Source: an optimization exercise on an open RTL-to-GDS flow (aim: small area and a short achievable clock period). Production flows keep margins and buffers that such runs may drop.
Function was checked by simulation only, so behaviour that the tests miss may differ from the original.

==> 10-25 <==
==> flow/design.v (excerpt) <==
module rlwe_alu (
    input  wire        clk,
    input  wire        rst,         
    input  wire        in_valid,
    input  wire [2:0]  in_op,
    input  wire [31:0] in_a,
    input  wire [31:0] in_b,
    input  wire [31:0] in_c,
    output wire        out_valid,
    output wire [31:0] out_y0,
    output wire [31:0] out_y1
);
Settings: LEC_CHECK=0, CAP_MARGIN=20, CORE_MARGIN=2, CORE_UTILIZATION=40, SLEW_MARGIN=20, SYNTH_HIERARCHICAL=1, SYNTH_MINIMUM_KEEP_SIZE=0; clock period 26.0 ns.
run.sh (not shown) runs the stock make flow with config.mk's settings and CLKGATE_MAP_FILE= SYNTH_SCRIPT=/design/flow/synth_recipe.tcl, a recipe that flattens the netlist after the stock synthesis.
==> 11-18: changes against 10-25 <==
- CORE_UTILIZATION: 40 -> 65
- PLACE_DENSITY: default -> 0.75
==> comparison <==
Between 10-25 and 11-18, the lower global-route usage is in 10-25 (gap 14 points).
Synthesized cell count is the same in 11-18 and 10-25.
In 10-25 the critical path depth is lower than in 11-18, by 23.
Between 11-18 and 10-25, the lower setup slack is in 11-18 (gap 0.27 ns).
Of 10-25 and 11-18, 10-25 has the higher cell area (gap about 1.8%, measured against 11-18).
Between 10-25 and 11-18, the lower wire length is in 10-25 (gap 1.9%, measured against 11-18).
Die area: 11-18 is lower than 10-25 (38%).
In 10-25 the maximum frequency is higher than in 11-18, by about 4%.
==> figures <==
| quantity | 11-18 | 10-25 |
|---|---|---|
| Highest attainable clock frequency | 144 MHz | 149 MHz |
| Post-Place Setup Slack | 19.11 ns | 19.33 ns |
| Number of iterations in the first detailed-routing pass | 10 | 7 |
| Minimum clock period | 6.97 ns | 6.69 ns |
| Max Fanout on Critical Path | 2 | 1 |
| Share of final-layout standard cells stronger than drive strength 1 | 4.71% | 5.14% |
| FP Rows | 87 | 111 |
| Die H | 242 um | 308 um |
| Post-route fraction of the period consumed by the critical path | 26.8% | 25.7% |
| First element of the critical path | p3[15]$_DFF_P_ | y15[11]$_DFF_P_ |
| DIE WIDTH | 242 um | 308 um |
| Instance count on the critical path | 24 | 1 |
| Run status | no timing/DRC/antenna violations | no timing/DRC/antenna violations |
| Sort of element at the end of the critical path | flop | output port |


==> v23: inputs <==
rlwe_alu, a different RTL version from the one above (not shown whole).
Settings: LEC_CHECK=0, CAP_MARGIN=20, CORE_MARGIN=2, CORE_UTILIZATION=40, SLEW_MARGIN=20, SYNTH_HIERARCHICAL=1, SYNTH_MINIMUM_KEEP_SIZE=0; clock period 26.0 ns.
standard.sh (not shown) runs the stock make flow with config.mk's settings and CLKGATE_MAP_FILE= SYNTH_SCRIPT=/design/flow/synth_recipe.tcl, a recipe that flattens the netlist after the stock synthesis.
==> flow/flow/run.sh <==
#!/bin/bash
# The standard layout, with every port buffered by a plain buf_2 instead of
# the delay buffer buffer_ports picks by default.
set -euo pipefail
export BUFFER_PORTS_ARGS="-buffer_cell sky130_fd_sc_hd__buf_2"
bash standard.sh > standard_make.log 2>&1
==> v26 (differences from v23) <==
--- a/flow/design.v
+++ b/flow/design.v
@@ -2395,13 +2395,15 @@
     wire smul3 = op3 == 3'd1;
     reg  [2:0] op4;
     always @(posedge clk) op4 <= op3;
     reg  [17:0] t04;
     always @(posedge clk) t04 <= smul3 ? {2'd0, p3[15:0]} : t0;
     reg  [17:0] t14;
-    always @(posedge clk) t14 <= smul3 ? {2'd0, p3[31:16]} : t1;
+    always @(posedge clk) t14 <= t1;
+    reg  [15:0] s4h;
+    always @(posedge clk) s4h <= p3[31:16];
     wire [13:0] y0c_s_t =
         ({14{t04[17:13] == 5'd1}} & 14'd8192) |
         ({14{t04[17:13] == 5'd2}} & 14'd4095) |
         ({14{t04[17:13] == 5'd3}} & 14'd12287) |
         ({14{t04[17:13] == 5'd4}} & 14'd8190) |
         ({14{t04[17:13] == 5'd5}} & 14'd4093) |
@@ -2764,13 +2766,13 @@
     reg [31:0] y0m, y1m;
     always @(*) begin
         y0m = 32'd0;
         y1m = 32'd0;
         case (op4)
             3'd0:       y0m = {18'd0, y1c};
-            3'd1:       y0m = {t14[15:0], t04[15:0]};
+            3'd1:       y0m = {s4h, t04[15:0]};
             3'd2, 3'd3: y0m = {18'd0, y0c};
             3'd4: begin
                 y0m = {18'd0, y0c};
                 y1m = {18'd0, y1c};
             end
             3'd5, 3'd6: begin
==> v14 (differences from v23) <==
--- a/flow/design.v
+++ b/flow/design.v
@@ -2395,13 +2395,15 @@
     wire smul3 = op3 == 3'd1;
     reg  [2:0] op4;
     always @(posedge clk) op4 <= op3;
     reg  [17:0] t04;
     always @(posedge clk) t04 <= smul3 ? {2'd0, p3[15:0]} : t0;
     reg  [17:0] t14;
-    always @(posedge clk) t14 <= smul3 ? {2'd0, p3[31:16]} : t1;
+    always @(posedge clk) t14 <= t1;
+    reg  [15:0] s4h;
+    always @(posedge clk) s4h <= p3[31:16];
     wire [13:0] y0c_s_t =
         ({14{t04[17:13] == 5'd1}} & 14'd8192) |
         ({14{t04[17:13] == 5'd2}} & 14'd4095) |
         ({14{t04[17:13] == 5'd3}} & 14'd12287) |
         ({14{t04[17:13] == 5'd4}} & 14'd8190) |
         ({14{t04[17:13] == 5'd5}} & 14'd4093) |
@@ -2764,13 +2766,13 @@
     reg [31:0] y0m, y1m;
     always @(*) begin
         y0m = 32'd0;
         y1m = 32'd0;
         case (op4)
             3'd0:       y0m = {18'd0, y1c};
-            3'd1:       y0m = {t14[15:0], t04[15:0]};
+            3'd1:       y0m = {s4h, t04[15:0]};
             3'd2, 3'd3: y0m = {18'd0, y0c};
             3'd4: begin
                 y0m = {18'd0, y0c};
                 y1m = {18'd0, y1c};
             end
             3'd5, 3'd6: begin
==> flow/run.sh (new file) <==
#!/bin/bash
# synth_recipe.tcl (not shown) runs the flow's synth.tcl, then flattens the netlist and writes it again
# the make line also repeats each setting of config.mk as NAME=value (left out here)
make -C /OpenROAD-flow-scripts/flow DESIGN_CONFIG=/design/flow/config.mk WORK_HOME=/design/flow/orfs CLKGATE_MAP_FILE= SYNTH_SCRIPT=/design/flow/synth_recipe.tcl finish
removed: flow/flow/run.sh
removed: flow/standard.sh
==> run notes <==
Finish
The post-route cell area is 0.0402 mm². The number of fill cells is 8842.

Logic synthesis
The commonest cells after synthesis are 485 x sky130_fd_sc_hd__fa_1, 441 x sky130_fd_sc_hd__a21o_1, 370 x sky130_fd_sc_hd__dfxtp_1.

Outcome
The run finished with no timing, DRC or antenna violations.

Setup path
The end of the worst register-to-register path is y05[13].

Placed design
The number of placed instances, taps included, is ~4900.

Drt
The first-iteration detailed-routing DRC count is between 1000 and 1500.
[end of results for v23]
==> run notes <==
Drt
For this block, the initial DRC count from the detailed router was 1552.

Outcome
The run finished with no timing, DRC or antenna violations.

Setup path
In this run the critical register-to-register path is captured at y05[13].

Finish
The number of fill cells is 8943. The finished cells cover ~0.041 mm².

Placed design
In this run, placement finished with an instance count of 4972.
[end of results for v26]
==> run notes <==
Logic synthesis
Counting instances in the post-synthesis netlist gives the leading cell types as 485 x sky130_fd_sc_hd__fa_1, 439 x sky130_fd_sc_hd__a21o_1, 386 x sky130_fd_sc_hd__dfxtp_1.

Outcome
The run finished with no timing, DRC or antenna violations.

Placed design
The total placed cells including tap cells is between 4000 and 5000.

Finish
The multi-input combinational cell area is about 0.028 mm². The finished cells cover between 0.04 and 0.05 mm².

Drt
The first-iteration detailed-routing DRC count is 1600.
[end of results for v14]

## static timing again, ports no longer ideal
No port has a modelled driver above. Below, the same layouts with a new extraction and two added sets of constraints.
Step 1 (the two cells are an assumption about what drives the block):
set clk [get_ports {clk}]
set_driving_cell -lib_cell sky130_fd_sc_hd__clkbuf_16 $clk
set_driving_cell -lib_cell sky130_fd_sc_hd__buf_2 [delete_from_list [all_inputs] $clk]
Step 2 also shifts input and output timing later by t, the mid clock arrival at the registers, as if the neighbouring blocks saw the same clock.
Three values: no drivers, after step 1, after step 2; two values: the first two.
run	t (ns)	setup WS [ns]	hold slack, ns
10-25	0.674	19.307 / 19.240 / 19.317	0.366 / 0.366 / 0.366
11-18	0.633	19.034 / 19.034 / 19.034	0.371 / 0.371 / 0.371
v23	0.674	19.682 / 19.615 / 19.682	0.368 / 0.368 / 0.368
v26	0.694	19.659 / 19.591 / 19.936	0.364 / 0.364 / 0.364
v14	0.688	19.265 / 19.204 / 19.587	0.327 / 0.327 / 0.327
After both steps setup and hold are still met in every run listed.
